Background: an optimization exercise with open tools, aiming at small area. Do not read the settings as production practice.
The RTL was checked by simulation tests, not by an equivalence proof against the original design.
Power is estimated from default activity; no workload was simulated.

## flow/design.v (module list and top-level ports; edited modules follow where they fit)
// module psc_bridge: 2371 lines
module psc_bridge(clk, rst, idle, cmd_valid, cmd_data, cmd_last, cmd_ready, tick, out_valid, out_data, out_last, out_ready, led, mode, millis, rand_data, rand_req, bus_sel_n, bus_req, bus_tx, bus_done
, bus_rx, bus_ack);
  // ...
==> flow/flow/run.sh <==
#!/bin/bash
# Layout flow: the standard flow (standard.sh: the standard synthesis
# and the ORFS steps, unchanged) with two settings changed:
#  - the buffers ORFS puts on every input and output port are the smallest
#    buffer cell (buf_1), not the cell buffer_ports picks by default;
#  - clock tree synthesis uses clkbuf_8 and inserts no dummy loads (its
#    other arguments are ORFS's defaults).
# The whole output of the flow goes to standard.log in this folder; ORFS's
# per-step logs stay under orfs/logs/.
export BUFFER_PORTS_ARGS="-buffer_cell sky130_fd_sc_hd__buf_1"
export CTS_ARGS="-sink_clustering_enable -repair_clock_nets -buf_list sky130_fd_sc_hd__clkbuf_8 -dont_use_dummy_load"
bash standard.sh > standard.log 2>&1
==> flow/standard.sh <==
#!/bin/bash
# synth_recipe.tcl (not shown) runs the flow's synth.tcl, then flattens the netlist and writes it again
# the make line also repeats each setting of config.mk as NAME=value (left out here)
make -C /OpenROAD-flow-scripts/flow DESIGN_CONFIG=/design/flow/config.mk WORK_HOME=/design/flow/orfs CLKGATE_MAP_FILE= SYNTH_SCRIPT=/design/flow/synth_recipe.tcl "${@:-finish}"
==> flow/config.mk <==
export PLATFORM = sky130hd
export DESIGN_NAME = psc_bridge
export DESIGN_NICKNAME = psc_bridge
export VERILOG_FILES = /design/flow/design.v
export SDC_FILE = /design/flow/constraint.sdc
export NUM_CORES = 4
export LEC_CHECK = 0
export ABC_AREA = 1
export CAP_MARGIN = 20
export CORE_MARGIN = 2
export CORE_UTILIZATION = 40
export CTS_BUF_LIST = sky130_fd_sc_hd__clkbuf_8
export SLEW_MARGIN = 20
==> flow/constraint.sdc <==
create_clock -name core_clock -period 10.0 [get_ports {clk}]
set_input_delay 2.0000 -clock core_clock [delete_from_list [all_inputs] [get_ports {clk}]]
set_output_delay 2.0000 -clock core_clock [all_outputs]
set_load 0.01 [all_outputs]
==> flow_metrics.tcl, run 1 <==
set metrics [dict create \
    status "timing/DRC/antenna clean" \
    cp_max_fo 19 \
    use_met3_pct 8.24 \
    wirelength_met1_um 11400 \
    dr.pass1.iters 5 \
    multi_input_gates 662 \
    min_path_cells 0 \
    area_growth_pct 7.56 \
    cts-hold-fix-buffers 0 \
    netSwitchingFraction_pct 25.5 \
    avgViaCountPerCell 5.83 \
    hp-start "id[24]" \
    hp-class "register to register" \
    synth_edf_count 47 \
    multi_input_area_mm2 0.00343 \
    clk_latency_ns 0.38 \
    synthMuxAreaShare_pct 0 \
    pwr-share-comb_pct 10.5 \
    finalInstanceArea_mm2 0.00728 \
    ys.warnings.count 1 \
    synth_top_family_by_area "simple AND/OR/NAND/NOR gates" \
    crit_path_start_kind "register" \
    largest_reg_flops 48 \
    totalWireLength_um 25200 \
    htreeDepth 3 \
    cp_slowest_cell "edfxtp_1" \
    clock_area_share_pct 1.70 \
    dominant_cells "multi-input combinational cells" \
    antenna_cells 0 \
    synth_compound_area_share_pct 16.7 \
]
==> inputs of run 2 (changes only) <==
==> flow/flow/run.sh (replaced) <==
#!/bin/bash
export BUFFER_PORTS_ARGS="-buffer_cell sky130_fd_sc_hd__buf_1"
export CTS_ARGS="-sink_clustering_enable -repair_clock_nets -buf_list sky130_fd_sc_hd__clkbuf_8 -dont_use_dummy_load"
export PRE_RESIZE_TCL="$PWD/flow/recover.tcl"
bash standard.sh > standard.log 2>&1
==> flow/flow/recover.tcl (new file) <==
# Before the placement repair: downsize gates with positive slack (power
# recovery also recovers area); repair_design, which runs next, then fixes
# any slew or capacitance the smaller gates leave.
estimate_parasitics -placement
repair_timing -recover_power 100 -verbose
==> run 2 against run 1 <==
First-iteration DRC count up 24%; setup slack got worse by 0.10 ns; via count fell by 2.1%; highest routed layer unchanged; largest cell class unchanged; sequential power hardly changed; cell area shrank 0.27%; final cell count about the same; sequential share of layout area grew 0.10 points; maximum frequency fell by 1.7%; non-clock buffer count decreased by 1; die area is the same.
==> flow_metrics.tcl, run 2 <==
set metrics [dict create \
    p_leak_nw 3.07 \
    grt_max_degree 21 \
    synth_edf_count 47 \
    place_hpwl_um 19800 \
    path_cells "inv_1 -> ha_1 -> nand2_1 -> nand2_1 -> nor2_1 -> nand2_1 -> nand2_1 -> nand2_1 -> nand2_1 -> nand2_1 -> o21ai_0 -> nand3_1 -> nand2_1 -> nand2_1 -> nand2_1 -> buf_1" \
    rows 47 \
    synthTopCellsByArea "edfxtp_1 21%, dfxtp_1 19%, nand2_1 12%" \
    portBuffers 59 \
    dr.pass1.iters 6 \
    fin_util_pct 43.8 \
    synth_flop_cell "dfxtp_1" \
    hp-start "id[1]" \
    crit_path_start_kind "register" \
    fin_ws_ns 4.09 \
    die_y_um 134 \
    power.density_mw_per_mm2 109 \
    max-slew-margin-rel_pct 38.2 \
    yosysMostFrequentCell "nand2_1" \
    finalInstanceArea_mm2 0.00726 \
    rsz0062_at_grt "false" \
    tritoncts "yes" \
    max-cap-violations 0 \
    hp-class "register to register" \
    synth_top_cell_by_area "edfxtp_1" \
    grt_antenna_before_repair 0 \
    rr_startpoint "cnt[2]" \
    gp_congestion 0.984 \
    finalPower_mw 0.793 \
    final_common_cell "nand2_1" \
    cp-end-kind "output port" \
    numCtsBuffers 9 \
    cts.path.max_buffers 2 \
    postCtsSetupBuffers 0 \
    cp_slowest_cell "edfxtp_1" \
    crit_path_start "s1[2]" \
    drc 0 \
    period_share_pct 59.1 \
    io_pins 89 \
    async_flop_share_pct 0 \
    r2r_setup_slack_ns 6.41 \
    htreeDepth 3 \
    worst_slew_pin_slew_ns 0.918 \
    dpl_cell_area_mm2 0.00713 \
    seq_area_frac_synth_pct 39.8 \
    drive_gt1_share_pct 4.69 \
    clk_latency_ns 0.38 \
    max_freq_ghz 0.169 \
    synth_top_area_share_pct 20.9 \
    wl_per_cell_um 20.7 \
    synthTopCellsByCount "209 x nand2_1, 123 x inv_1, 96 x nor2_1" \
    cts.reportedPaths.clkPinSlew_ns 0.11 \
    ys_types 49 \
    max-vdd-ir-drop_mv 0.115 \
    fin_crit_ns 5.91 \
    largest_reg_flops 48 \
    max_stage_delay_ns 0.88 \
    grt_pass1_vias 6333 \
    grt_pass1_wl_um 37500 \
    antenna_cells 0 \
    finalClockSkew_ns 0.0377 \
    layout.nets 1074 \
    cts_root_buffer "clkbuf_8" \
    largest-register "id" \
    cts_resized 0 \
    clock-sinks 111 \
    die_w_um 134 \
    first_iter_violations 1154 \
    status "timing/DRC/antenna clean" \
    syn_area_mm2 0.00677 \
    antenna_left 0 \
    core_area_mm2 0.0166 \
    area_growth_pct 7.26 \
    setup-tns-final_ns 0 \
    syn-instance-count 931 \
    grt_overflow 0 \
    finalSetupViolations 0 \
    hold_violations 0 \
    cp_max_fo 19 \
    cts-hold-fix-buffers 0 \
    ys.warnings.count 1 \
    crit_required_ns 8.00 \
    final_cell_mix "209 x nand2_1, 124 x inv_1, 97 x nor2_1" \
    worstSetupEndpoint "out_data[0]" \
    r2r_cells 10 \
    start_util_pct 40.8 \
    totalWireLength_um 24800 \
    arrival_ns 3.91 \
    worstSetupPathType "register to output port" \
    cpMostUsedCell "nand2_1" \
    dieArea_mm2 0.0180 \
    synth_seq_cells 111 \
    reg2reg_to "cnt[1]" \
    preCtsSetupSlack_ns 4.59 \
    finalMaxSlewViolations 0 \
    syn_area_per_cell_um2 7.27 \
    avgViaCountPerCell 5.72 \
    grtUsageTotal_pct 27.8 \
    vias 6866 \
]
[run 2: changes by cell type in the layout (fill, tap and decap cells not counted), sizes merged]
cell and delta:
buf -4, clkbuf +3
[run 2: cell type report]
class | count | area, µm²
clock buffers | 9 | 124
fillers | 1792 | 9320
inverters | 137 | 514
multi-input cells | 662 | 3420
flip-flops and latches | 111 | 2690
well taps | 220 | 275
repair buffers | 62 | 236
[run 2: logic make-up after synthesis]
family / count (synthesis) / share of synthesized area, %
AO/OA/AOI/OAI: 189 / 16.7
XOR/XNOR: 2 / 0.259
adder cells (fa/ha/maj): 26 / 4.81
buffers and inverters: 162 / 9.83
flip-flops: 111 / 39.8
other: 1 / 0.0554
AND/OR/NAND/NOR: 440 / 28.6
[run 2: worst max-delay path: cells and delay by family (launching register included)]
kind            cells  cell delay [ns]
fa+ha+maj           1             0.40
compound gates      1             0.41
buf+inv             2             0.57
flops               1             0.88
simple gates       12             1.27
[run 2: routing by layer]
metal / routed length, µm / part of all wire [%] / GRT usage [%]
met5: 0 / 0 / 0
met4: 529 / 2.1 / 6.67
met3: 3020 / 12 / 8.35
met2: 10100 / 41 / 39.2
met1: 11200 / 45 / 41.6
[run 2: power breakdown]
group          switching, mW  total [mW]  internal (mW)
registers             0.0174       0.502          0.485
clock network          0.128       0.209         0.0811
logic                 0.0567      0.0824         0.0257
total                  0.202       0.793          0.592
[run 2: how the worst min path moves through the flow]
| stage | cells past startpoint | end | slack, ns |
|---|---|---|---|
| final | 0 | id[9] | 0.31 |
| after global routing | 0 | id[9] | 0.31 |
| after CTS | 0 | id[9] | 0.31 |
| after detailed placement | 0 | id[46] | 0.31 |
| after global placement | 0 | id[12] | 0.31 |
| after floorplan | 0 | id[10] | 0.31 |
[run 2: through the flow]
| step | cells | hold WS, ns |
|---|---|---|
| global placement | 1192 | 0.311 |
| global route | 1201 | 0.308 |
| detailed placement | 1192 | 0.312 |
| floorplan | 935 | 0.310 |
| finish | 1201 | 0.311 |
| CTS | 1201 | 0.313 |
==> inputs of run 3 (changes only) <==
==> flow/flow/run.sh (replaced) <==
#!/bin/bash
# Layout flow: the standard flow (standard.sh: the standard synthesis
# and the ORFS steps, unchanged) with these settings changed:
#  - the buffers ORFS puts on every input and output port are the smallest
#    buffer cell (buf_1), not the cell buffer_ports picks by default;
#  - clock tree synthesis uses clkbuf_8 and inserts no dummy loads (its
#    other arguments are ORFS's defaults);
#  - before the placement repair, gates with positive slack are downsized
#    (flow/recover.tcl, run through ORFS's PRE_RESIZE_TCL hook).
# The whole output of the flow goes to standard.log in this folder; ORFS's
# per-step logs stay under orfs/logs/.
export BUFFER_PORTS_ARGS="-buffer_cell sky130_fd_sc_hd__buf_1"
export CTS_ARGS="-sink_clustering_enable -repair_clock_nets -buf_list sky130_fd_sc_hd__clkbuf_8 -dont_use_dummy_load"
export PRE_RESIZE_TCL="$PWD/flow/recover.tcl"
bash standard.sh > standard.log 2>&1
==> run 3 against run 2 <==
Final cell count stayed put; non-clock buffer count stayed put; sequential share of layout area stayed put; critical path type unchanged; still clean; combinational power hardly changed; setup slack stayed put.
==> flow_metrics.tcl, run 3 <==
set metrics [dict create \
    status "timing/DRC/antenna clean" \
    nFillCells 1792 \
    grt_antenna_before_repair 0 \
    largest-register "id" \
    max-slew-margin-rel_pct 38.2 \
    p_leak_nw 3.07 \
    path_cells "inv_1 -> ha_1 -> nand2_1 -> nand2_1 -> nor2_1 -> nand2_1 -> nand2_1 -> nand2_1 -> nand2_1 -> nand2_1 -> o21ai_0 -> nand3_1 -> nand2_1 -> nand2_1 -> nand2_1 -> buf_1" \
    grt_overflow 0 \
    cpMostUsedCell "nand2_1" \
    cp_max_fo 19 \
    synth_edf_count 47 \
    cts-hold-fix-buffers 0 \
    final_common_cell "nand2_1" \
    synthTopCellsByCount "209 x nand2_1, 123 x inv_1, 96 x nor2_1" \
    syn-instance-count 931 \
    async_flop_share_pct 0 \
    arrival_ns 3.91 \
    vias 6866 \
    gp_congestion 0.984 \
    start_util_pct 40.8 \
    grt_pass1_wl_um 37500 \
    hold_violations 0 \
    layout.nets 1074 \
    synthTopCellsByArea "edfxtp_1 21%, dfxtp_1 19%, nand2_1 12%" \
    grt_max_degree 21 \
    max-vdd-ir-drop_mv 0.115 \
    max_freq_ghz 0.169 \
    multi_input_area_mm2 0.00342 \
    die_y_um 134 \
    syn_area_per_cell_um2 7.27 \
    clock-sinks 111 \
    crit_path_start_kind "register" \
    finalSetupViolations 0 \
    htreeDepth 3 \
    synth_top_cell_by_area "edfxtp_1" \
    fin_crit_ns 5.91 \
    dieArea_mm2 0.0180 \
    synth_top_area_share_pct 20.9 \
    worstSetupPathType "register to output port" \
    grtUsageTotal_pct 27.8 \
    avgViaCountPerCell 5.72 \
    place_hpwl_um 19800 \
    tritoncts "yes" \
    finalClockSkew_ns 0.0377 \
    final_cell_mix "209 x nand2_1, 124 x inv_1, 97 x nor2_1" \
    numCtsBuffers 9 \
    cp_slowest_cell "edfxtp_1" \
    portBuffers 59 \
    max_stage_delay_ns 0.88 \
    setup-tns-final_ns 0 \
    rsz0062_at_grt "false" \
    finalInstanceArea_mm2 0.00726 \
    cts_resized 0 \
    finalMaxSlewViolations 0 \
    finalNonFillerCells 1201 \
    synth_seq_cells 111 \
    ys_types 49 \
    antenna_left 0 \
    synth_flop_cell "dfxtp_1" \
    seq_area_frac_synth_pct 39.8 \
    area_growth_pct 7.26 \
    cts_root_buffer "clkbuf_8" \
    largest_reg_flops 48 \
    drc 0 \
    cts.reportedPaths.clkPinSlew_ns 0.11 \
    yosysMostFrequentCell "nand2_1" \
    antenna_cells 0 \
    grt_pass1_vias 6333 \
    worst_slew_pin_slew_ns 0.918 \
    syn_area_mm2 0.00677 \
    ff_latch_area_mm2 0.00269 \
    wl_per_cell_um 20.7 \
    io_pins 89 \
    max-cap-violations 0 \
    dpl_cell_area_mm2 0.00713 \
    clk_latency_ns 0.38 \
    postCtsSetupBuffers 0 \
    whs_ns 0.311 \
    dr.pass1.iters 6 \
    finalPower_mw 0.793 \
    crit_required_ns 8.00 \
    ys.warnings.count 1 \
    cp-end-kind "output port" \
    cp.buffers_inverters 2 \
    hp-class "register to register" \
    totalWireLength_um 24800 \
    power.density_mw_per_mm2 109 \
    core_area_mm2 0.0166 \
    period_share_pct 59.1 \
    rows 47 \
    cts.path.max_buffers 2 \
    first_iter_violations 1154 \
    crit_family "simple AND/OR/NAND/NOR gates" \
    dp_cells 1192 \
    die_w_um 134 \
    drive_gt1_share_pct 4.69 \
]
-- run 3: area by class of cell --
type | instances | share of cell area [%]
multi-input combinational | 662 | 47.1
inverter | 137 | 7.08
sequential | 111 | 37.1
clock buffer | 9 | 1.71
tap | 220 | 3.79
timing repair buffer | 62 | 3.26
-- run 3: path summary, 6_finish.rpt --
check / start / end / slack, ns / cells after the start
max: s1[2] / out_data[0] / 4.09 / 16
min: id[1] / id[9] / 0.31 / 0
max reg2reg: cnt[2] / cnt[1] / 6.41 / 10
min reg2reg: id[1] / id[9] / 0.31 / 0
-- run 3: per-layer routing --
metal	track usage, %	routed length [µm]	vias up
met5	0	0	-
met4	6.67	529	0
met3	8.35	3020	48
met2	39.2	10100	421
met1	41.6	11200	3157
li1	-	-	3240
-- run 3: power by group --
group	switching (mW)	internal, mW	leakage, nW
Clock	0.128	0.0811	0.0647
Combinational	0.0567	0.0257	2.05
Sequential	0.0174	0.485	0.951
Total	0.202	0.592	3.07
-- run 3: cells by family (layout without fill, tap and decap cells) --
logic type,Yosys count,count (layout),share of synthesized area [%]
AND/OR/NAND/NOR,440,440,28.6
AO/OA/AOI/OAI,189,189,16.7
buffers and inverters,162,208,9.83
flip-flops,111,111,39.8
adder cells (fa/ha/maj),26,26,4.81
XOR/XNOR,2,2,0.259
other,1,5,0.0554
-- run 3: per-stage QoR --
| stage | utilization (%) | setup WS, ns |
|---|---|---|
| global route | 43.8 | 3.85 |
| global placement | 43.1 | 4.52 |
| CTS | 43.7 | 4.22 |
| detailed placement | 43.0 | 4.59 |
| floorplan | - | 5.18 |
| finish | 43.8 | 4.09 |
==> inputs of run 4 (changes only) <==
--- a/flow/flow/run.sh
+++ b/flow/flow/run.sh
@@ -10,6 +10,6 @@
 # The whole output of the flow goes to standard.log in this folder; ORFS's
 # per-step logs stay under orfs/logs/.
 export BUFFER_PORTS_ARGS="-buffer_cell sky130_fd_sc_hd__buf_1"
-export CTS_ARGS="-sink_clustering_enable -repair_clock_nets -buf_list sky130_fd_sc_hd__clkbuf_8 -dont_use_dummy_load"
+export CTS_ARGS="-repair_clock_nets -buf_list sky130_fd_sc_hd__clkbuf_8 -dont_use_dummy_load"
 export PRE_RESIZE_TCL="$PWD/flow/recover.tcl"
 bash standard.sh > standard.log 2>&1
==> run 4 against run 3 <==
Sequential power hardly changed; non-clock buffer count stayed put; clock power hardly changed; largest power group unchanged; final cell count stayed put; register-to-register slack hardly changed; total power stayed put; clock skew stayed put; cell area stayed put; via count stayed put; still clean; sequential share of layout area stayed put; largest cell class unchanged; hold slack stayed put; critical path depth stayed put.
==> flow_metrics.tcl, run 4 <==
set metrics [dict create \
    status "timing/DRC/antenna clean" \
    finalSetupViolations 0 \
    avgViaCountPerCell 5.72 \
    fin_crit_ns 5.91 \
    cts_root_buffer "clkbuf_8" \
    cts.path.max_buffers 2 \
    area_growth_pct 7.26 \
    portBuffers 59 \
    final_cell_mix "209 x nand2_1, 124 x inv_1, 97 x nor2_1" \
    postCtsSetupBuffers 0 \
    drive_gt1_share_pct 4.69 \
    cpMostUsedCell "nand2_1" \
    r2r_setup_slack_ns 6.41 \
    largest_reg_flops 48 \
    use_met3_pct 8.35 \
    max_freq_ghz 0.169 \
    numCtsBuffers 9 \
    tritoncts "yes" \
    start_util_pct 40.8 \
    arrival_ns 3.91 \
    fin_util_pct 43.8 \
    dr.pass1.iters 6 \
    cts.reportedPaths.clkPinSlew_ns 0.11 \
    ff_latch_area_mm2 0.00269 \
    p_int_mw 0.592 \
    crit_family "simple AND/OR/NAND/NOR gates" \
    cp-end-kind "output port" \
    syn-instance-count 931 \
    dieArea_mm2 0.0180 \
    grt_antenna_before_repair 0 \
    max_stage_delay_ns 0.88 \
    cp_slowest_cell "edfxtp_1" \
    crit_required_ns 8.00 \
    max-slew-margin-rel_pct 38.2 \
    synth_flop_cell "dfxtp_1" \
    cp.buffers_inverters 2 \
    totalWireLength_um 24800 \
    grt_overflow 0 \
    setup-tns-final_ns 0 \
    netSwitchingFraction_pct 25.4 \
    first_iter_violations 1154 \
    path_cells "inv_1 -> ha_1 -> nand2_1 -> nand2_1 -> nor2_1 -> nand2_1 -> nand2_1 -> nand2_1 -> nand2_1 -> nand2_1 -> o21ai_0 -> nand3_1 -> nand2_1 -> nand2_1 -> nand2_1 -> buf_1" \
    period_share_pct 59.1 \
    rows 47 \
    drc 0 \
    gp_congestion 0.984 \
    cts_resized 0 \
    io_pins 89 \
    die_w_um 134 \
    finalClockSkew_ns 0.0377 \
    synthTopCellsByArea "edfxtp_1 21%, dfxtp_1 19%, nand2_1 12%" \
    layout.nets 1074 \
    htreeDepth 3 \
    finalMaxSlewViolations 0 \
    clk_latency_ns 0.38 \
    cts-hold-fix-buffers 0 \
    grt_util_met2_pct 39.2 \
    multi_input_area_mm2 0.00342 \
    grtUsageTotal_pct 27.8 \
    core_area_mm2 0.0166 \
    pwr-share-comb_pct 10.4 \
    cp.depth 16 \
    grt_max_degree 21 \
    yosysMostFrequentCell "nand2_1" \
    seq_area_frac_synth_pct 39.8 \
    place_hpwl_um 19800 \
    max-vdd-ir-drop_mv 0.115 \
    finalNonFillerCells 1201 \
    clock-sinks 111 \
    antenna_left 0 \
    p_leak_nw 3.07 \
    largest-register "id" \
    hold_violations 0 \
    worst_slew_pin_slew_ns 0.918 \
    r2r_cells 10 \
    worstSetupEndpoint "out_data[0]" \
    rr_startpoint "cnt[2]" \
    power.density_mw_per_mm2 109 \
    hp-class "register to register" \
    met1_usage_pct 41.6 \
    vias 6866 \
    cp_max_fo 19 \
    synthTopCellsByCount "209 x nand2_1, 123 x inv_1, 96 x nor2_1" \
    synth_seq_cells 111 \
    p_sw_mw 0.202 \
    reg2reg_to "cnt[1]" \
    synth_top_cell_by_area "edfxtp_1" \
    nFillCells 1792 \
    ys_types 49 \
    antenna_cells 0 \
    max-cap-violations 0 \
    rsz0062_at_grt "false" \
    wl_per_cell_um 20.7 \
    syn_area_per_cell_um2 7.27 \
    synth_edf_count 47 \
    crit_path_start_kind "register" \
    final_common_cell "nand2_1" \
    crit_path_start "s1[2]" \
    busiest_layer "met1" \
    synth_top_area_share_pct 20.9 \
    die_y_um 134 \
    syn_area_mm2 0.00677 \
    worstSetupPathType "register to output port" \
    clock_power_share_pct 26.3 \
    grt_pass1_vias 6333 \
    dp_cells 1192 \
    grt_pass1_wl_um 37500 \
    power.share.sequential_pct 63.3 \
    ys.warnings.count 1 \
    async_flop_share_pct 0 \
]
run 4: cell counts in the layout (fill, tap and decap cells not counted):
No cell type changed its count.
run 4: per-stage QoR:
step                setup slack, ns  total power, mW  hold slack (ns)  instance area (µm²)
global placement               4.52            0.592            0.311                 7150
global route                   3.85            0.831            0.308                 7260
floorplan                      5.18            0.562            0.310                 6780
finish                         4.09            0.793            0.311                 7260
detailed placement             4.59            0.592            0.312                 7130
CTS                            4.22            0.798            0.313                 7250
run 4: layout make-up:
| cell class | instances | area share, % |
|---|---|---|
| flip-flops and latches | 111 | 37.1 |
| multi-input cells | 662 | 47.1 |
| repair buffers | 62 | 3.26 |
| inverters | 137 | 7.08 |
| clock buffers | 9 | 1.71 |
| well taps | 220 | 3.79 |
run 4: power groups by stage:
stage	registers, mW	logic (mW)	clock network (mW)
2_1_floorplan	0.504	0.0582	0
3_5_place_dp	0.512	0.0797	0
6_report	0.502	0.0824	0.209
3_3_place_gp	0.512	0.0800	0
4_1_cts	0.502	0.0803	0.216
5_1_grt	0.504	0.0909	0.235
run 4: worst min-delay path by stage:
stage	start	slack (ns)	end	cells after the start
after floorplan	id[2]	0.31	id[10]	0
after global placement	id[4]	0.31	id[12]	0
after detailed placement	id[38]	0.31	id[46]	0
after CTS	id[1]	0.31	id[9]	0
after global routing	id[1]	0.31	id[9]	0
final	id[1]	0.31	id[9]	0
run 4: kinds of logic after synthesis:
| family | share of synthesized area [%] |
|---|---|
| buf+inv | 9.83 |
| compound gates | 16.7 |
| other cells | 0.0554 |
| simple gates | 28.6 |
| flops | 39.8 |
| xor+xnor | 0.259 |
| fa+ha+maj | 4.81 |
run 4: routing by layer:
metal / vias to the layer above / part of all wire [%]
li1: 3240 / -
met1: 3157 / 45
met2: 421 / 41
met3: 48 / 12
met4: 0 / 2.1
met5: - / 0
==> inputs of run 5 (changes only) <==
--- a/flow/flow/run.sh
+++ b/flow/flow/run.sh
@@ -10,6 +10,6 @@
 # The whole output of the flow goes to standard.log in this folder; ORFS's
 # per-step logs stay under orfs/logs/.
 export BUFFER_PORTS_ARGS="-buffer_cell sky130_fd_sc_hd__buf_1"
-export CTS_ARGS="-repair_clock_nets -buf_list sky130_fd_sc_hd__clkbuf_8 -dont_use_dummy_load"
+export CTS_ARGS="-sink_clustering_enable -repair_clock_nets -buf_list sky130_fd_sc_hd__clkbuf_8 -dont_use_dummy_load -sink_clustering_size 30 -sink_clustering_max_diameter 200"
 export PRE_RESIZE_TCL="$PWD/flow/recover.tcl"
 bash standard.sh > standard.log 2>&1
==> run 5 against run 4 <==
Clock skew unchanged; largest power group unchanged; critical endpoint unchanged; non-clock buffer count unchanged; maximum frequency is the same; utilization stayed put; still clean on timing, DRC and antenna; via count unchanged; sequential power is essentially flat; critical path depth stayed put; wire length unchanged; sequential share of layout area did not move; global-route usage is the same; largest cell class unchanged.
==> flow_metrics.tcl, run 5 <==
set metrics [dict create \
    status "timing/DRC/antenna clean" \
    netSwitchingFraction_pct 25.4 \
    wl_per_cell_um 20.7 \
    rsz0062_at_grt "false" \
    setup-tns-final_ns 0 \
    grt_pass1_wl_um 37500 \
    cp_slowest_cell "edfxtp_1" \
    place_hpwl_um 19800 \
    dpl_cell_area_mm2 0.00713 \
    ys_types 49 \
    synthTopCellsByCount "209 x nand2_1, 123 x inv_1, 96 x nor2_1" \
    final_cell_mix "209 x nand2_1, 124 x inv_1, 97 x nor2_1" \
    crit_required_ns 8.00 \
    cts_resized 0 \
    syn_area_mm2 0.00677 \
    grt_overflow 0 \
    synthTopCellsByArea "edfxtp_1 21%, dfxtp_1 19%, nand2_1 12%" \
    yosysMostFrequentCell "nand2_1" \
    crit_path_start_kind "register" \
    cts.path.max_buffers 2 \
    start_util_pct 40.8 \
    finalClockSkew_ns 0.0377 \
    max-cap-violations 0 \
    pwr-share-comb_pct 10.4 \
    largest-register "id" \
    drc 0 \
    cp_max_fo 19 \
    seq_area_frac_synth_pct 39.8 \
    synth_top_cell_by_area "edfxtp_1" \
    portBuffers 59 \
    hold_violations 0 \
    finalMaxSlewViolations 0 \
    layout.nets 1074 \
    largest_reg_flops 48 \
    avgViaCountPerCell 5.72 \
    cts.reportedPaths.clkPinSlew_ns 0.11 \
    grt_max_degree 21 \
    ys.warnings.count 1 \
    cpMostUsedCell "nand2_1" \
    clk_latency_ns 0.38 \
    tritoncts "yes" \
    htreeDepth 3 \
    drive_gt1_share_pct 4.69 \
    cts-hold-fix-buffers 0 \
    multi_input_area_mm2 0.00342 \
    worstSetupPathType "register to output port" \
    p_leak_nw 3.07 \
    worst_slew_pin_slew_ns 0.918 \
    rows 47 \
    ff_latch_area_mm2 0.00269 \
    syn_area_per_cell_um2 7.27 \
    antenna_left 0 \
    finalPower_mw 0.793 \
    arrival_ns 3.91 \
    p_sw_mw 0.202 \
    cp-end-kind "output port" \
    async_flop_share_pct 0 \
    max-slew-margin-rel_pct 38.2 \
    gp_congestion 0.984 \
    area_growth_pct 7.26 \
    synth_top_area_share_pct 20.9 \
    die_y_um 134 \
    period_share_pct 59.1 \
    final_common_cell "nand2_1" \
    vias 6866 \
    preCtsSetupSlack_ns 4.59 \
    dieArea_mm2 0.0180 \
    fin_crit_ns 5.91 \
    grt_pass1_vias 6333 \
    postCtsSetupBuffers 0 \
    max_stage_delay_ns 0.88 \
    fin_ws_ns 4.09 \
    finalSetupViolations 0 \
    r2r_setup_slack_ns 6.41 \
    cts_root_buffer "clkbuf_8" \
    die_w_um 134 \
    syn-instance-count 931 \
    synth_flop_cell "dfxtp_1" \
    io_pins 89 \
    synth_edf_count 47 \
    totalWireLength_um 24800 \
    power.share.sequential_pct 63.3 \
    nFillCells 1792 \
    first_iter_violations 1154 \
    p_int_mw 0.592 \
    power.density_mw_per_mm2 109 \
    grt_antenna_before_repair 0 \
    clock-sinks 111 \
    core_area_mm2 0.0166 \
    fin_util_pct 43.8 \
    dr.pass1.iters 6 \
    numCtsBuffers 9 \
    max-vdd-ir-drop_mv 0.115 \
    path_cells "inv_1 -> ha_1 -> nand2_1 -> nand2_1 -> nor2_1 -> nand2_1 -> nand2_1 -> nand2_1 -> nand2_1 -> nand2_1 -> o21ai_0 -> nand3_1 -> nand2_1 -> nand2_1 -> nand2_1 -> buf_1" \
    hp-class "register to register" \
    max_freq_ghz 0.169 \
    clock_power_share_pct 26.3 \
    finalInstanceArea_mm2 0.00726 \
    antenna_cells 0 \
    grtUsageTotal_pct 27.8 \
    synth_seq_cells 111 \
]
[run 5: cell counts in the layout (fill, tap and decap cells not counted)]
No cell type changed its count.
[run 5: routing by layer]
metal	up-vias	track usage, %	part of all wire [%]
li1	3240	-	-
met1	3157	41.6	45
met2	421	39.2	41
met3	48	8.35	12
met4	0	6.67	2.1
met5	-	0	0
[run 5: worst paths after layout]
check         start     endpoint  cells past startpoint
max           s1[2]  out_data[0]                     16
min           id[1]        id[9]                      0
max reg2reg  cnt[2]       cnt[1]                     10
min reg2reg   id[1]        id[9]                      0
[run 5: per-stage QoR]
step           hold WS [ns]  cells
6_report              0.311   1201
4_1_cts               0.313   1201
3_3_place_gp          0.311   1192
2_1_floorplan         0.310    935
5_1_grt               0.308   1201
3_5_place_dp          0.312   1192
[run 5: area by class of cell]
cell class | count | area share [%]
well taps | 220 | 3.79
multi-input cells | 662 | 47.1
flip-flops and latches | 111 | 37.1
clock buffers | 9 | 1.71
repair buffers | 62 | 3.26
inverters | 137 | 7.08
[run 5: power groups by stage]
stage	Sequential [mW]	Combinational (mW)	Clock, mW
6_report	0.502	0.0824	0.209
5_1_grt	0.504	0.0909	0.235
4_1_cts	0.502	0.0803	0.216
3_5_place_dp	0.512	0.0797	0
3_3_place_gp	0.512	0.0800	0
2_1_floorplan	0.504	0.0582	0
[run 5: cells by family after synthesis]
family          count (synthesis)  synth area share [%]
xor+xnor                        2                 0.259
simple gates                  440                  28.6
buf+inv                       162                  9.83
flops                         111                  39.8
compound gates                189                  16.7
other cells                     1                0.0554
fa+ha+maj                      26                  4.81
[run 5: critical path: cells and delay by family (launching register included)]
| family | cells | cell delay [ns] |
|---|---|---|
| simple gates | 12 | 1.27 |
| flops | 1 | 0.88 |
| buf+inv | 2 | 0.57 |
| compound gates | 1 | 0.41 |
| fa+ha+maj | 1 | 0.40 |
==> inputs of run 6 (changes only) <==
==> flow/flow/run.sh (replaced) <==
#!/bin/bash
export BUFFER_PORTS_ARGS="-buffer_cell sky130_fd_sc_hd__buf_1"
export CTS_ARGS="-sink_clustering_enable -repair_clock_nets -buf_list sky130_fd_sc_hd__clkbuf_8 -dont_use_dummy_load"
export PRE_RESIZE_TCL="$PWD/flow/downsize.tcl"
bash standard.sh > standard.log 2>&1
==> flow/flow/downsize.tcl (new file) <==
# Runs before the placement repair (ORFS's PRE_RESIZE_TCL hook). Synthesis
# (ABC's upsize step) leaves some gates at a higher drive strength than the
# design needs at its clock period; this gives every combinational gate that
# has a drive-1 variant of the same function that variant. repair_design,
# which runs next in this step, and the timing repairs of the later steps
# size gates up again wherever slew, capacitance or timing needs it.
set dont_use $::env(DONT_USE_CELLS)
set n 0
foreach inst [get_cells *] {
  set master [get_property $inst ref_name]
  if {![regexp {^(sky130_fd_sc_hd__[a-z0-9]+)_([0-9]+)$} $master -> base drive]} { continue }
  if {$drive <= 1} { continue }
  # registers, latches, clock cells, tie and physical cells keep their size
  if {[regexp {__(df|edf|sdf|dl|clk|tap|fill|decap|conb|diode)} $master]} { continue }
  set target ${base}_1
  if {[lsearch -exact $dont_use $target] >= 0} { continue }
  set lc [get_lib_cells -quiet */$target]
  if {[llength $lc] == 0} { continue }
  replace_cell $inst [lindex $lc 0]
  incr n
}
puts "downsize.tcl: $n gates set to drive strength 1"
removed: flow/flow/recover.tcl
==> run 6 against run 5 <==
Global-route usage fell by 0.35 points; critical path type unchanged; register-to-register slack better by 0.05 ns; still clean; first-iteration DRC count down 7.9%; clock power barely moved; critical path depth increased by 1; wire length down 0.28%.
==> flow_metrics.tcl, run 6 <==
set metrics [dict create \
    max-vdd-ir-drop_mv 0.104 \
    synth_flop_cell "dfxtp_1" \
    rsz0062_at_grt "false" \
    wl_per_cell_um 20.6 \
    synth_top_family_by_area "simple AND/OR/NAND/NOR gates" \
    setup-tns-final_ns 0 \
    r2r_cells 10 \
    finalInstanceArea_mm2 0.00717 \
    synth-simple-area-share_pct 28.6 \
    avgViaCountPerCell 5.72 \
    max_stage_delay_ns 0.73 \
    cts.reportedPaths.clkPinSlew_ns 0.11 \
    synth_edf_count 47 \
    path_cells "buf_1 -> inv_1 -> nand2_1 -> nor2_1 -> a21oi_1 -> o21ai_0 -> nor2_1 -> nand3_1 -> nand2_1 -> nand2_1 -> nand2_1 -> nand2_1 -> nand3_1 -> nand2_1 -> nand2_1 -> nand2_1 -> buf_1" \
    synth_top_area_share_pct 20.9 \
    rr_startpoint "cnt[2]" \
    hold_violations 0 \
    async_flop_share_pct 0 \
    io_pins 89 \
    die_w_um 134 \
    grt_pass1_vias 6350 \
    synthTopCellsByCount "209 x nand2_1, 123 x inv_1, 96 x nor2_1" \
    synth-xor-area-share_pct 0.259 \
    crit_path_start_kind "register" \
    cts-hold-fix-buffers 0 \
    finalPower_mw 0.791 \
    cts.path.max_buffers 2 \
    synth_compound_area_share_pct 16.7 \
    die_y_um 134 \
    finalMaxSlewViolations 0 \
    first_iter_violations 1063 \
    ys.warnings.count 1 \
    synthMuxAreaShare_pct 0 \
    grt_max_degree 21 \
    yosysMostFrequentCell "nand2_1" \
    cp-end-kind "output port" \
    dr.pass1.iters 6 \
    min_path_cells 0 \
    max-cap-violations 0 \
    grt_overflow 0 \
    layout.nets 1074 \
    cp_max_fo 15 \
    grt_antenna_before_repair 0 \
    place_hpwl_um 19800 \
    largest-register "id" \
    ys_types 49 \
    synth_seq_cells 111 \
    cts_root_buffer "clkbuf_8" \
    crit_family "simple AND/OR/NAND/NOR gates" \
    core_area_mm2 0.0166 \
    power.density_mw_per_mm2 110 \
    worst_slew_pin_slew_ns 0.978 \
    finalSetupViolations 0 \
    synthAdderAreaFrac_pct 4.81 \
    holdPathEnd "id[32]" \
    cpMostUsedCell "nand2_1" \
    final_cell_mix "214 x nand2_1, 136 x inv_1, 104 x nor2_1" \
    worstSetupPathType "register to output port" \
    p_leak_nw 3.07 \
    totalWireLength_um 24700 \
    max_freq_ghz 0.168 \
    reg2reg_to "cnt[1]" \
    largest_reg_flops 48 \
    crit_required_ns 8.00 \
    postCtsSetupBuffers 0 \
    clk_latency_ns 0.38 \
    r2r_setup_slack_ns 6.46 \
    antenna_cells 0 \
    vias 6871 \
    seq_area_frac_synth_pct 39.8 \
    clock-sinks 111 \
    final_common_cell "nand2_1" \
    drive_gt1_share_pct 1.12 \
    gp_congestion 0.984 \
    fin_crit_ns 5.94 \
    hp-start "id[24]" \
    nFillCells 1794 \
    syn-instance-count 931 \
    numCtsBuffers 9 \
    synth_top_cell_by_area "edfxtp_1" \
    cts_resized 0 \
    grt_pass1_wl_um 37200 \
    dieArea_mm2 0.0180 \
    tritoncts "yes" \
    max-slew-margin-rel_pct 34.8 \
    antenna_left 0 \
    crit_path_start "s1[3]" \
    grtUsageTotal_pct 27.5 \
    syn_area_per_cell_um2 7.27 \
    htreeDepth 3 \
    period_share_pct 59.4 \
    hp-class "register to register" \
    synthTopCellsByArea "edfxtp_1 21%, dfxtp_1 19%, nand2_1 12%" \
    start_util_pct 40.8 \
    dpl_cell_area_mm2 0.00703 \
    area_growth_pct 5.88 \
    portBuffers 59 \
    cp_slowest_cell "buf_1" \
    syn_area_mm2 0.00677 \
    finalClockSkew_ns 0.0352 \
    arrival_ns 3.94 \
    cp.buffers_inverters 3 \
    drc 0 \
    status "timing/DRC/antenna clean" \
    rows 47 \
]
-- run 6: cell count changes in the layout (fill, tap and decap cells not counted), sizes merged --
cell	change
clkbuf	-4
buf	+4
-- run 6: how the worst max path moves through the flow --
stage,end,slack [ns],cells past startpoint
2_1_floorplan,out_data[1],5.18,9
3_3_place_gp,out_data[0],4.52,16
3_5_place_dp,out_data[3],4.61,11
4_1_cts,out_data[7],4.32,15
5_1_grt,out_data[2],3.91,21
6_report,out_data[2],4.06,17
-- run 6: cell families (layout without fill, tap and decap cells) --
family | count (synthesis) | count (layout)
AO/OA/AOI/OAI | 189 | 189
other | 1 | 5
AND/OR/NAND/NOR | 440 | 440
flip-flops | 111 | 111
XOR/XNOR | 2 | 2
buffers and inverters | 162 | 208
adder cells (fa/ha/maj) | 26 | 26
-- run 6: area by class of cell --
type / instances / area (µm²) / share of cell area (%)
Clock buffer: 9 / 124 / 1.73
Inverter: 137 / 514 / 7.18
Multi-Input combinational cell: 662 / 3330 / 46.4
Sequential cell: 111 / 2690 / 37.6
Tap cell: 220 / 275 / 3.84
Timing Repair Buffer: 62 / 233 / 3.25
-- run 6: routing by layer --
| layer | vias up | wire (µm) | track usage [%] |
|---|---|---|---|
| met2 | 402 | 10000 | 38.0 |
| met1 | 3163 | 10900 | 40.0 |
| met4 | 0 | 738 | 9.06 |
| met5 | - | 0 | 0 |
| met3 | 72 | 3090 | 9.33 |
| li1 | 3234 | - | - |
-- run 6: power by group --
group / leakage, nW / internal (mW) / switching, mW
logic: 2.05 / 0.0252 / 0.0549
registers: 0.951 / 0.485 / 0.0169
clock network: 0.0647 / 0.0811 / 0.128
-- run 6: per-stage QoR --
stage	setup slack [ns]	hold slack, ns	std cells	utilization, %
2_1_floorplan	5.18	0.310	935	-
3_3_place_gp	4.52	0.311	1192	43.1
3_5_place_dp	4.61	0.312	1192	42.4
4_1_cts	4.32	0.311	1201	43.2
5_1_grt	3.91	0.314	1201	43.2
6_report	4.06	0.310	1201	43.2
==> inputs of run 7 (changes only) <==
==> flow/flow/run.sh (replaced) <==
#!/bin/bash
# Layout flow: the standard flow (standard.sh: the standard synthesis
# and the ORFS steps, unchanged) with these settings changed:
#  - the buffers ORFS puts on every input and output port are the smallest
#    buffer cell (buf_1), not the cell buffer_ports picks by default;
#  - clock tree synthesis uses clkbuf_8 and inserts no dummy loads (its
#    other arguments are ORFS's defaults);
#  - before the placement repair, combinational gates that synthesis sized
#    up get drive strength 1 again (flow/downsize.tcl, run through ORFS's
#    PRE_RESIZE_TCL hook); the repairs that follow size up what needs it.
# The whole output of the flow goes to standard.log in this folder; ORFS's
# per-step logs stay under orfs/logs/.
export BUFFER_PORTS_ARGS="-buffer_cell sky130_fd_sc_hd__buf_1"
export CTS_ARGS="-sink_clustering_enable -repair_clock_nets -buf_list sky130_fd_sc_hd__clkbuf_8 -dont_use_dummy_load"
export PRE_RESIZE_TCL="$PWD/flow/downsize.tcl"
bash standard.sh > standard.log 2>&1
==> run 7 against run 6 <==
Sequential share of layout area is the same; die area is the same; final cell count is the same.
==> flow_metrics.tcl, run 7 <==
set metrics [dict create \
    max-vdd-ir-drop_mv 0.104 \
    wl_per_cell_um 20.6 \
    p_leak_nw 3.07 \
    first_iter_violations 1063 \
    max-slew-margin-rel_pct 34.8 \
    clock_power_share_pct 26.4 \
    r2r_setup_slack_ns 6.46 \
    htreeDepth 3 \
    p_int_mw 0.591 \
    synth_top_cell_by_area "edfxtp_1" \
    grt_pass1_wl_um 37200 \
    r2r_cells 10 \
    cts_root_buffer "clkbuf_8" \
    tritoncts "yes" \
    vias 6871 \
    rr_startpoint "cnt[2]" \
    synth_compound_area_share_pct 16.7 \
    dr.pass1.iters 6 \
    antenna_left 0 \
    final_cell_mix "214 x nand2_1, 136 x inv_1, 104 x nor2_1" \
    cp_max_fo 15 \
    cts.reportedPaths.clkPinSlew_ns 0.11 \
    grt_pass1_vias 6350 \
    largest-register "id" \
    antenna_cells 0 \
    area_growth_pct 5.88 \
    avgViaCountPerCell 5.72 \
    ys.warnings.count 1 \
    finalInstanceArea_mm2 0.00717 \
    max_stage_delay_ns 0.73 \
    fin_util_pct 43.2 \
    die_w_um 134 \
    hp-class "register to register" \
    ys_types 49 \
    gp_congestion 0.984 \
    cpMostUsedCell "nand2_1" \
    rows 47 \
    finalClockSkew_ns 0.0352 \
    drc 0 \
    max-cap-violations 0 \
    synthTopCellsByCount "209 x nand2_1, 123 x inv_1, 96 x nor2_1" \
    synth_flop_cell "dfxtp_1" \
    synth_seq_cells 111 \
    grt_util_met2_pct 38.0 \
    synthAdderAreaFrac_pct 4.81 \
    crit_family "simple AND/OR/NAND/NOR gates" \
    layout.nets 1074 \
    postCtsSetupBuffers 0 \
    cp_slowest_cell "buf_1" \
    seq_area_frac_synth_pct 39.8 \
    period_share_pct 59.4 \
    portBuffers 59 \
    largest_reg_flops 48 \
    cp.buffers_inverters 3 \
    cp-end-kind "output port" \
    dp_cells 1192 \
    syn-instance-count 931 \
    cts.path.max_buffers 2 \
    cts-hold-fix-buffers 0 \
    totalWireLength_um 24700 \
    finalSetupViolations 0 \
    holdPathEnd "id[32]" \
    use_met3_pct 9.33 \
    place_hpwl_um 19800 \
    p_sw_mw 0.200 \
    rsz0062_at_grt "false" \
    path_cells "buf_1 -> inv_1 -> nand2_1 -> nor2_1 -> a21oi_1 -> o21ai_0 -> nor2_1 -> nand3_1 -> nand2_1 -> nand2_1 -> nand2_1 -> nand2_1 -> nand3_1 -> nand2_1 -> nand2_1 -> nand2_1 -> buf_1" \
    max_freq_ghz 0.168 \
    numCtsBuffers 9 \
    grt_antenna_before_repair 0 \
    finalNonFillerCells 1201 \
    status "timing/DRC/antenna clean" \
    synthTopCellsByArea "edfxtp_1 21%, dfxtp_1 19%, nand2_1 12%" \
    crit_required_ns 8.00 \
    dieArea_mm2 0.0180 \
    worstSetupPathType "register to output port" \
    cts_resized 0 \
    start_util_pct 40.8 \
    core_area_mm2 0.0166 \
    crit_path_start_kind "register" \
    power.share.sequential_pct 63.4 \
    reg2reg_to "cnt[1]" \
    grt_max_degree 21 \
    netSwitchingFraction_pct 25.3 \
    grt_overflow 0 \
    die_y_um 134 \
    dpl_cell_area_mm2 0.00703 \
    synth-simple-area-share_pct 28.6 \
    busiest_layer "met1" \
    worst_slew_pin_slew_ns 0.978 \
    finalMaxSlewViolations 0 \
    synth-xor-area-share_pct 0.259 \
    met1_usage_pct 40.0 \
    nFillCells 1794 \
    io_pins 89 \
    clk_latency_ns 0.38 \
    power.density_mw_per_mm2 110 \
    hp-start "id[24]" \
    min_path_cells 0 \
    grtUsageTotal_pct 27.5 \
    hold_violations 0 \
    async_flop_share_pct 0 \
    arrival_ns 3.94 \
    finalPower_mw 0.791 \
    setup-tns-final_ns 0 \
    synth_top_area_share_pct 20.9 \
    synth_top_family_by_area "simple AND/OR/NAND/NOR gates" \
    final_common_cell "nand2_1" \
    fin_crit_ns 5.94 \
    yosysMostFrequentCell "nand2_1" \
    synthMuxAreaShare_pct 0 \
    synth_edf_count 47 \
    syn_area_mm2 0.00677 \
    clock-sinks 111 \
    syn_area_per_cell_um2 7.27 \
    pwr-share-comb_pct 10.1 \
    drive_gt1_share_pct 1.12 \
]
run 7: cell counts in the layout (fill, tap and decap cells not counted):
No cell type changed its count.
run 7: metal layers:
metal / up-vias / share of wire, %
met5: - / 0
met4: 0 / 3.0
met3: 72 / 13
met2: 402 / 40
met1: 3163 / 44
li1: 3234 / -
run 7: final cells by class:
type	count	area (µm²)	area share, %
clock buffers	9	124	1.73
inverters	137	514	7.18
well taps	220	275	3.84
multi-input cells	662	3330	46.4
flip-flops and latches	111	2690	37.6
repair buffers	62	233	3.25
run 7: per-stage QoR:
step	setup WS, ns	hold slack [ns]
4_1_cts	4.32	0.311
6_report	4.06	0.310
3_3_place_gp	4.52	0.311
2_1_floorplan	5.18	0.310
5_1_grt	3.91	0.314
3_5_place_dp	4.61	0.312
run 7: worst max path at each step:
| stage | start | to | slack [ns] | cells after the start |
|---|---|---|---|---|
| 2_1_floorplan | mode | out_data[1] | 5.18 | 9 |
| 3_3_place_gp | s1[2] | out_data[0] | 4.52 | 16 |
| 3_5_place_dp | mode | out_data[3] | 4.61 | 11 |
| 4_1_cts | s1[1] | out_data[7] | 4.32 | 15 |
| 5_1_grt | s1[3] | out_data[2] | 3.91 | 21 |
| 6_report | s1[3] | out_data[2] | 4.06 | 17 |
run 7: power groups by stage:
stage | combinational, mW | clock [mW] | sequential (mW)
CTS | 0.0786 | 0.216 | 0.501
detailed placement | 0.0779 | 0 | 0.512
floorplan | 0.0582 | 0 | 0.504
global placement | 0.0800 | 0 | 0.512
global route | 0.0894 | 0.233 | 0.504
finish | 0.0802 | 0.209 | 0.502
run 7: logic make-up (layout without fill, tap and decap cells):
| family | Yosys count | in the layout |
|---|---|---|
| AOI/OAI and AO/OA | 189 | 189 |
| xor gates and xnor gates | 2 | 2 |
| adders and majority gates | 26 | 26 |
| buffers and inverters | 162 | 208 |
| DFF | 111 | 111 |
| other | 1 | 5 |
| and+or+nand+nor | 440 | 440 |
==> inputs of run 8 (changes only) <==
==> flow/flow/run.sh (replaced) <==
#!/bin/bash
export BUFFER_PORTS_ARGS="-buffer_cell sky130_fd_sc_hd__buf_1"
export CTS_ARGS="-sink_clustering_enable -repair_clock_nets -buf_list sky130_fd_sc_hd__clkbuf_8 -dont_use_dummy_load"
export PRE_RESIZE_TCL="$PWD/flow/downsize.tcl"
export POST_FLOORPLAN_TCL="$PWD/flow/restructure.tcl"
bash standard.sh > standard.log 2>&1
==> flow/flow/restructure.tcl (new file) <==
# Runs at the end of the floorplan step (ORFS's POST_FLOORPLAN_TCL hook):
# OpenROAD's restructure re-maps the combinational logic for area with ABC
# (registers are not touched), keeping the cells ORFS marks don't-use out.
set_dont_use $::env(DONT_USE_CELLS)
set tielo_cell [lindex $::env(TIELO_CELL_AND_PORT) 0]
set tiehi_cell [lindex $::env(TIEHI_CELL_AND_PORT) 0]
set tielo_lib [get_name [get_property [lindex [get_lib_cell $tielo_cell] 0] library]]
set tiehi_lib [get_name [get_property [lindex [get_lib_cell $tiehi_cell] 0] library]]
set tielo_port $tielo_lib/$tielo_cell/[lindex $::env(TIELO_CELL_AND_PORT) 1]
set tiehi_port $tiehi_lib/$tiehi_cell/[lindex $::env(TIEHI_CELL_AND_PORT) 1]
set lib [lindex $::env(LIB_FILES) 0]
puts "restructure.tcl: area before [sta::format_area [rsz::design_area] 0]"
restructure -target area -liberty_file $lib -tielo_port $tielo_port -tiehi_port $tiehi_port \
  -work_dir $::env(OBJECTS_DIR) -abc_logfile $::env(LOG_DIR)/2_1_restructure_abc.log
puts "restructure.tcl: area after [sta::format_area [rsz::design_area] 0]"
==> run 8 against run 7 <==
Sequential power is 1% lower; clock power hardly changed; final cell count is 13% lower; sequential cell count unchanged; synthesized cell count stayed put.
==> flow_metrics.tcl, run 8 <==
set metrics [dict create \
    rsz0062_at_grt "false" \
    antenna_left 0 \
    cts.path.max_buffers 2 \
    wl_per_cell_um 22.7 \
    avgViaCountPerCell 6.36 \
    numCtsBuffers 9 \
    largest-register "id" \
    async_flop_share_pct 0 \
    grt_pass1_vias 6051 \
    final_common_cell "clkinv_1" \
    pwr-share-comb_pct 9.7 \
    start_util_pct 40.8 \
    cts_resized 0 \
    dieArea_mm2 0.0180 \
    dr.pass1.iters 9 \
    worstSetupPathType "register to output port" \
    die_w_um 134 \
    power.density_mw_per_mm2 115 \
    largest_reg_flops 48 \
    ys_types 49 \
    arrival_ns 5.88 \
    drive_gt1_share_pct 1.46 \
    grt_antenna_before_repair 0 \
    syn_area_per_cell_um2 7.27 \
    layout.nets 888 \
    synthTopCellsByCount "209 x nand2_1, 123 x inv_1, 96 x nor2_1" \
    setup-tns-final_ns 0 \
    synth_flop_cell "dfxtp_1" \
    crit_family "compound AO/OA/AOI/OAI gates" \
    synth_edf_count 47 \
    portBuffers 59 \
    tritoncts "yes" \
    cts-hold-fix-buffers 0 \
    p_int_mw 0.586 \
    htreeDepth 3 \
    drc 0 \
    grtUsageTotal_pct 26.2 \
    max-vdd-ir-drop_mv 0.109 \
    gp_congestion 1.05 \
    cp_max_fo 21 \
    die_y_um 134 \
    cpMostUsedCell "buf_1" \
    path_cells "buf_1 -> clkinv_1 -> buf_1 -> nor2_1 -> nand2_1 -> o32a_1 -> nor4_1 -> o21a_1 -> a21oi_1 -> a2111oi_0 -> buf_1 -> clkinv_1 -> o22ai_1 -> o221ai_1 -> nand3_1 -> nand2_1 -> a21oi_1 -> o22ai_1 -> o41ai_1 -> buf_1" \
    syn-instance-count 931 \
    vias 6619 \
    first_iter_violations 1014 \
    cts.reportedPaths.clkPinSlew_ns 0.08 \
    worst_slew_pin_slew_ns 1.10 \
    crit_path_start_kind "register" \
    synth_top_cell_by_area "edfxtp_1" \
    power.share.sequential_pct 63.9 \
    crit_required_ns 8.00 \
    finalPower_mw 0.778 \
    totalWireLength_um 23700 \
    antenna_cells 0 \
    synth_seq_cells 111 \
    cts_root_buffer "clkbuf_8" \
    seq_area_frac_synth_pct 39.8 \
    cp_slowest_cell "buf_1" \
    synth_top_area_share_pct 20.9 \
    finalMaxSlewViolations 0 \
    yosysMostFrequentCell "nand2_1" \
    syn_area_mm2 0.00677 \
    clock_power_share_pct 26.5 \
    hold_violations 0 \
    max_stage_delay_ns 0.81 \
    netSwitchingFraction_pct 24.7 \
    max-slew-margin-rel_pct 26.6 \
    ys.warnings.count 1 \
    core_area_mm2 0.0166 \
    place_hpwl_um 18400 \
    clk_latency_ns 0.37 \
    max-cap-violations 0 \
    period_share_pct 78.8 \
    io_pins 89 \
    max_freq_ghz 0.127 \
    postCtsSetupBuffers 0 \
    grt_pass1_wl_um 35900 \
    status "timing/DRC/antenna clean" \
    finalSetupViolations 0 \
    hp-class "register to register" \
    final_cell_mix "125 x clkinv_1, 111 x nor2_1, 72 x buf_1" \
    synthTopCellsByArea "edfxtp_1 21%, dfxtp_1 19%, nand2_1 12%" \
    fin_crit_ns 7.88 \
    cp-end-kind "output port" \
    p_leak_nw 2.10 \
    clock-sinks 111 \
    grt_overflow 0 \
    cp.buffers_inverters 6 \
    finalClockSkew_ns 0.0386 \
    p_sw_mw 0.192 \
    grt_max_degree 24 \
    rows 47 \
    area_growth_pct -0.0554 \
]
run 8: metrics by stage:
| stage | setup WS, ns | instance area (µm²) | hold slack [ns] | cells | utilization (%) |
|---|---|---|---|---|---|
| 6_report | 2.12 | 6770 | 0.333 | 1041 | 40.8 |
| 3_5_place_dp | 2.72 | 6640 | 0.312 | 1032 | 40.0 |
| 2_1_floorplan | 5.18 | 6780 | 0.310 | 935 | - |
| 3_3_place_gp | 3.04 | 6680 | 0.310 | 1031 | 40.3 |
| 4_1_cts | 2.30 | 6770 | 0.336 | 1041 | 40.8 |
| 5_1_grt | 1.83 | 6770 | 0.340 | 1041 | 40.8 |
run 8: final cells by class:
type	instances	area (µm²)
inverter	125	469
fill	1759	9820
sequential	111	2690
tap	220	275
multi-input combinational	503	2930
timing repair buffer	73	275
clock buffer	9	124
run 8: worst reg2reg max path: stages (launching register included):
cell and delay, ns:
edfxtp_1 0.83, clkinv_1 0.65, nor2_1 0.74, clkinv_1 0.49, nor2_1 0.30, clkinv_1 0.18, nor2_1 0.17, clkinv_1 0.11
nor2_1 0.18, nand2_1 0.09, nand3_1 0.07, nand2_1 0.23
run 8: power groups by stage:
stage          logic (mW)  clock network, mW  registers [mW]
6_report           0.0754              0.206           0.497
5_1_grt            0.0823              0.227           0.498
4_1_cts            0.0734              0.212           0.496
3_5_place_dp       0.0732                  0           0.506
3_3_place_gp       0.0737                  0           0.506
2_1_floorplan      0.0582                  0           0.504
run 8: cell families after synthesis:
group	after synthesis	share of synthesized area, %
AOI/OAI and AO/OA	189	16.7
xor gates and xnor gates	2	0.259
adders and majority gates	26	4.81
buffers and inverters	162	9.83
DFF	111	39.8
other	1	0.0554
and+or+nand+nor	440	28.6
run 8: path summary, 6_finish.rpt:
path	start	end	slack, ns	depth (start not counted)
setup / recovery	s1[1]	out_data[2]	2.12	20
hold / removal	id[27]	id[35]	0.33	0
setup reg to reg	s1[3]	s1[2]	5.64	11
hold reg to reg	id[27]	id[35]	0.33	0
run 8: routing by layer:
metal	global-route usage, %	vias up	part of all wire [%]
met5	0	-	0
met4	9.18	0	3.5
met3	4.99	77	11
met2	39.2	506	43
met1	37.9	3084	42
li1	-	2952	-
==> inputs of run 9 (changes only) <==
==> flow/flow/run.sh (replaced) <==
#!/bin/bash
# Layout flow: the standard flow (standard.sh: the standard synthesis
# and the ORFS steps, unchanged) with these settings changed:
#  - at the end of the floorplan step, OpenROAD's restructure re-maps the
#    combinational logic for area (flow/restructure.tcl, run through ORFS's
#    POST_FLOORPLAN_TCL hook); the registers are not touched;
#  - the buffers ORFS puts on every input and output port are the smallest
#    buffer cell (buf_1), not the cell buffer_ports picks by default;
#  - before the placement repair, combinational gates above drive strength
#    1 get drive strength 1 (flow/downsize.tcl, run through ORFS's
#    PRE_RESIZE_TCL hook); the repairs that follow size up what needs it;
#  - clock tree synthesis uses clkbuf_8 and inserts no dummy loads (its
#    other arguments are ORFS's defaults).
# The whole output of the flow goes to standard.log in this folder; ORFS's
# per-step logs stay under orfs/logs/.
export POST_FLOORPLAN_TCL="$PWD/flow/restructure.tcl"
export BUFFER_PORTS_ARGS="-buffer_cell sky130_fd_sc_hd__buf_1"
export PRE_RESIZE_TCL="$PWD/flow/downsize.tcl"
export CTS_ARGS="-sink_clustering_enable -repair_clock_nets -buf_list sky130_fd_sc_hd__clkbuf_8 -dont_use_dummy_load"
bash standard.sh > standard.log 2>&1
==> run 9 against run 8 <==
Non-clock buffer count unchanged; clock power is essentially flat; sequential power about the same; clock skew stayed put; register-to-register slack hardly changed; synthesized cell count did not move; critical path type unchanged; critical endpoint unchanged; largest power group unchanged.
==> flow_metrics.tcl, run 9 <==
set metrics [dict create \
    syn-instance-count 931 \
    clock-sinks 111 \
    max-vdd-ir-drop_mv 0.109 \
    finalNonFillerCells 1041 \
    ys.warnings.count 1 \
    r2r_setup_slack_ns 5.64 \
    gp_congestion 1.05 \
    postCtsSetupBuffers 0 \
    portBuffers 59 \
    start_util_pct 40.8 \
    layout.nets 888 \
    final_common_cell "clkinv_1" \
    cts-hold-fix-buffers 0 \
    worstSetupPathType "register to output port" \
    drive_gt1_share_pct 1.46 \
    drc 0 \
    wl_per_cell_um 22.7 \
    power.density_mw_per_mm2 115 \
    finalClockSkew_ns 0.0386 \
    synth_seq_cells 111 \
    largest_reg_flops 48 \
    synth_top_cell_by_area "edfxtp_1" \
    p_leak_nw 2.10 \
    crit_required_ns 8.00 \
    synth_flop_cell "dfxtp_1" \
    grt_antenna_before_repair 0 \
    worst_slew_pin_slew_ns 1.10 \
    antenna_left 0 \
    clk_latency_ns 0.37 \
    cts_resized 0 \
    grtUsageTotal_pct 26.2 \
    numCtsBuffers 9 \
    tritoncts "yes" \
    dpl_cell_area_mm2 0.00664 \
    die_w_um 134 \
    grt_overflow 0 \
    finalPower_mw 0.778 \
    arrival_ns 5.88 \
    whs_ns 0.333 \
    cts.reportedPaths.clkPinSlew_ns 0.08 \
    syn_area_per_cell_um2 7.27 \
    totalWireLength_um 23700 \
    antenna_cells 0 \
    io_pins 89 \
    finalSetupViolations 0 \
    area_growth_pct -0.0554 \
    max-cap-violations 0 \
    place_hpwl_um 18400 \
    cp_max_fo 21 \
    first_iter_violations 1014 \
    cts.path.max_buffers 2 \
    period_share_pct 78.8 \
    synthTopCellsByCount "209 x nand2_1, 123 x inv_1, 96 x nor2_1" \
    setup-tns-final_ns 0 \
    hp-class "register to register" \
    status "timing/DRC/antenna clean" \
    dieArea_mm2 0.0180 \
    cts_root_buffer "clkbuf_8" \
    fin_crit_ns 7.88 \
    vias 6619 \
    ys_types 49 \
    min_path_cells 0 \
    async_flop_share_pct 0 \
    r2r_cells 11 \
    crit_path_start_kind "register" \
    rsz0062_at_grt "false" \
    max_freq_ghz 0.127 \
    cp-end-kind "output port" \
    synth_edf_count 47 \
    avgViaCountPerCell 6.36 \
    synth_top_area_share_pct 20.9 \
    core_area_mm2 0.0166 \
    syn_area_mm2 0.00677 \
    yosysMostFrequentCell "nand2_1" \
    die_y_um 134 \
    rows 47 \
    grt_pass1_wl_um 35900 \
    dp_cells 1032 \
    max-slew-margin-rel_pct 26.6 \
    htreeDepth 3 \
    largest-register "id" \
    grt_pass1_vias 6051 \
    seq_area_frac_synth_pct 39.8 \
    hold_violations 0 \
    final_cell_mix "125 x clkinv_1, 111 x nor2_1, 72 x buf_1" \
    grt_max_degree 24 \
    finalMaxSlewViolations 0 \
    finalInstanceArea_mm2 0.00677 \
    synthTopCellsByArea "edfxtp_1 21%, dfxtp_1 19%, nand2_1 12%" \
    dr.pass1.iters 9 \
]
## run 9: cell counts in the layout (fill, tap and decap cells not counted)
No cell type changed its count.
## run 9: final cells by class
cell class	count	area, µm²
Inverter	125	469
Clock buffer	9	124
Sequential cell	111	2690
Multi-Input combinational cell	503	2930
Timing Repair Buffer	73	275
Fill cell	1759	9820
Tap cell	220	275
## run 9: through the flow
stage	setup WS [ns]	util, %
floorplan	5.18	-
global placement	3.04	40.3
detailed placement	2.72	40.0
CTS	2.30	40.8
global route	1.83	40.8
finish	2.12	40.8
## run 9: worst paths after layout
path	to	start
max	out_data[2]	s1[1]
max reg2reg	s1[2]	s1[3]
min reg2reg	id[35]	id[27]
min	id[35]	id[27]
## run 9: logic make-up (layout without fill, tap and decap cells)
family                   Yosys count  in the layout  share of synthesized area, %
AND/OR/NAND/NOR                  440            246                          28.6
AO/OA/AOI/OAI                    189            246                          16.7
buffers and inverters            162            207                          9.83
flip-flops                       111            111                          39.8
adder cells (fa/ha/maj)           26              0                          4.81
XOR/XNOR                           2              1                         0.259
other                              1             10                        0.0554
## run 9: layer usage
layer | GRT usage (%) | up-vias | routed length [µm]
met3 | 4.99 | 77 | 2720
met1 | 37.9 | 3084 | 10000
met2 | 39.2 | 506 | 10100
met5 | 0 | - | 0
li1 | - | 2952 | -
met4 | 9.18 | 0 | 821
## run 9: power by group
group	leakage [nW]	switching, mW	internal (mW)
Sequential	0.968	0.0155	0.481
Clock	0.0647	0.125	0.0811
Combinational	1.06	0.0517	0.0237
## run 9: worst max-delay path, cell delays in order, from the launching register on
cell       delay (ns)
edfxtp_1         0.33
buf_1            0.81
clkinv_1         0.17
buf_1            0.38
nor2_1           0.42
nand2_1          0.19
o32a_1           0.25
nor4_1           0.32
o21a_1           0.23
a21oi_1          0.06
a2111oi_0        0.48
buf_1            0.21
clkinv_1         0.21
o22ai_1          0.21
o221ai_1         0.16
nand3_1          0.14
nand2_1          0.07
a21oi_1          0.19
o22ai_1          0.15
o41ai_1          0.35
buf_1            0.20
==> inputs of run 10 (changes only) <==
--- a/flow/config.mk
+++ b/flow/config.mk
@@ -8,6 +8,7 @@
 export ABC_AREA = 1
 export CAP_MARGIN = 20
 export CORE_MARGIN = 2
-export CORE_UTILIZATION = 40
+export CORE_UTILIZATION = 55
 export CTS_BUF_LIST = sky130_fd_sc_hd__clkbuf_8
+export PLACE_DENSITY = 0.68
 export SLEW_MARGIN = 20
==> run 10 against run 9 <==
Setup slack worse by 0.33 ns; final cell count down 7.4%; cell area down 1.7%; largest power group unchanged; combinational power up 0.7%; hold slack worse by 0.018 ns; maximum frequency down 4.0%; clock-buffer cell count unchanged; total power down 0.20%.
==> flow_metrics.tcl, run 10 <==
set metrics [dict create \
    status "timing/DRC/antenna clean" \
    cts.reportedPaths.clkPinSlew_ns 0.08 \
    cp.buffers_inverters 4 \
    dieArea_mm2 0.0132 \
    r2r_setup_slack_ns 5.37 \
    min_path_cells 0 \
    antenna_left 0 \
    ys_types 49 \
    dp_cells 954 \
    synth_flop_cell "dfxtp_1" \
    syn_area_mm2 0.00677 \
    synth_top_cell_by_area "edfxtp_1" \
    wl_per_cell_um 24.2 \
    cp_slowest_cell "clkinv_1" \
    io_pins 89 \
    start_util_pct 56.4 \
    async_flop_share_pct 0 \
    largest_reg_flops 48 \
    largest-register "id" \
    r2r_cells 13 \
    die_w_um 115 \
    hold_violations 0 \
    place_hpwl_um 18000 \
    finalMaxSlewViolations 0 \
    avgViaCountPerCell 7.18 \
    ys.warnings.count 1 \
    synthTopCellsByCount "209 x nand2_1, 123 x inv_1, 96 x nor2_1" \
    rsz0062_at_grt "false" \
    finalSetupViolations 0 \
    cts_root_buffer "clkbuf_8" \
    syn_area_per_cell_um2 7.27 \
    synth_top_area_share_pct 20.9 \
    grt_pass1_vias 6309 \
    synth_edf_count 47 \
    core_area_mm2 0.0120 \
    first_iter_violations 1513 \
    max_stage_delay_ns 0.83 \
    numCtsBuffers 9 \
    clock-sinks 111 \
    dr.pass1.iters 7 \
    grt_antenna_before_repair 0 \
    max-slew-margin-rel_pct 21.4 \
    seq_area_frac_synth_pct 39.8 \
    setup-tns-final_ns 0 \
    clk_latency_ns 0.38 \
    tritoncts "yes" \
    period_share_pct 82.1 \
    portBuffers 59 \
    max-vdd-ir-drop_mv 0.124 \
    vias 6924 \
    final_cell_mix "125 x clkinv_1, 111 x nor2_1, 68 x buf_1" \
    die_y_um 115 \
    grtUsageTotal_pct 35.5 \
    cts_resized 0 \
    cp-end-kind "output port" \
    fin_ws_ns 1.79 \
    rr_startpoint "s1[2]" \
    grt_max_degree 24 \
    crit_family "compound AO/OA/AOI/OAI gates" \
    finalPower_mw 0.776 \
    power.density_mw_per_mm2 117 \
    final_common_cell "clkinv_1" \
    fin_crit_ns 8.21 \
    rows 40 \
    holdPathEnd "id[34]" \
    layout.nets 884 \
    cp_max_fo 17 \
    arrival_ns 6.21 \
    reg2reg_to "s1[1]" \
    crit_required_ns 8.00 \
    htreeDepth 3 \
    syn-instance-count 931 \
    max_freq_ghz 0.122 \
    drc 0 \
    p_leak_nw 2.09 \
    totalWireLength_um 23300 \
    antenna_cells 0 \
    hp-class "register to register" \
    drive_gt1_share_pct 1.22 \
    cts.path.max_buffers 2 \
    finalNonFillerCells 964 \
    worst_slew_pin_slew_ns 1.18 \
    hp-start "id[26]" \
    grt_overflow 0 \
    synthTopCellsByArea "edfxtp_1 21%, dfxtp_1 19%, nand2_1 12%" \
    area_growth_pct -1.77 \
    grt_pass1_wl_um 35600 \
    crit_path_start_kind "register" \
    path_cells "buf_1 -> clkinv_1 -> nor2_1 -> nor3_1 -> o32a_1 -> nor4_1 -> o21a_1 -> a21oi_1 -> a2111oi_0 -> clkinv_1 -> o22ai_1 -> o221ai_1 -> nand3_1 -> nand2_1 -> a21oi_1 -> o22ai_1 -> o41ai_1 -> buf_1" \
    yosysMostFrequentCell "nand2_1" \
    postCtsSetupBuffers 0 \
    cts-hold-fix-buffers 0 \
    synth_seq_cells 111 \
    finalClockSkew_ns 0.0449 \
    preCtsSetupSlack_ns 2.51 \
    max-cap-violations 0 \
    worstSetupPathType "register to output port" \
    gp_congestion 1.12 \
]
run 10: cell families (layout without fill, tap and decap cells):
kind of cell	after synthesis	count (layout)	share of synthesized area, %
xor+xnor	2	1	0.259
buf+inv	162	203	9.83
simple gates	440	246	28.6
fa+ha+maj	26	0	4.81
other cells	1	10	0.0554
flops	111	111	39.8
compound gates	189	246	16.7
run 10: through the flow:
| step | util [%] | hold WS [ns] | area (µm²) |
|---|---|---|---|
| finish | 55.4 | 0.315 | 6650 |
| global route | 55.4 | 0.324 | 6650 |
| CTS | 55.3 | 0.318 | 6640 |
| detailed placement | 54.3 | 0.312 | 6520 |
| global placement | 54.6 | 0.313 | 6550 |
| floorplan | - | 0.310 | 6780 |
run 10: final cells by class:
cell class,instances,area [µm²]
fill,1086,5360
timing repair buffer,69,260
multi-input combinational,503,2920
clock buffer,9,124
inverter,125,469
sequential,111,2690
tap,147,184
run 10: metal layers:
metal / GRT usage [%] / routed length, µm
met3: 10.3 / 3660
met5: 0 / 0
met1: 49.6 / 8980
met4: 15.1 / 1120
met2: 51.4 / 9590
run 10: how the worst max path moves through the flow:
stage / start / end / slack (ns) / cells after the start
detailed placement: s1[2] / out_data[2] / 2.51 / 18
finish: s1[2] / out_data[2] / 1.79 / 18
global route: s1[2] / out_data[2] / 1.47 / 18
global placement: s1[1] / out_data[2] / 2.69 / 17
floorplan: mode / out_data[1] / 5.18 / 9
CTS: s1[2] / out_data[2] / 2.11 / 18
run 10: power breakdown:
part | internal, mW | total (mW) | switching [mW] | leakage, nW
combinational | 0.0234 | 0.0759 | 0.0525 | 1.06
clock | 0.0810 | 0.204 | 0.123 | 0.0647
sequential | 0.481 | 0.497 | 0.0156 | 0.968
total | 0.586 | 0.776 | 0.191 | 2.09

Check on run 10: ideal ports give 1.786 ns setup slack; a clkbuf_16 on the clock port and buf_2 on the inputs give 1.754 ns; moving port delays by the midpoint clock arrival (0.385 ns) as well gives 2.140 ns.
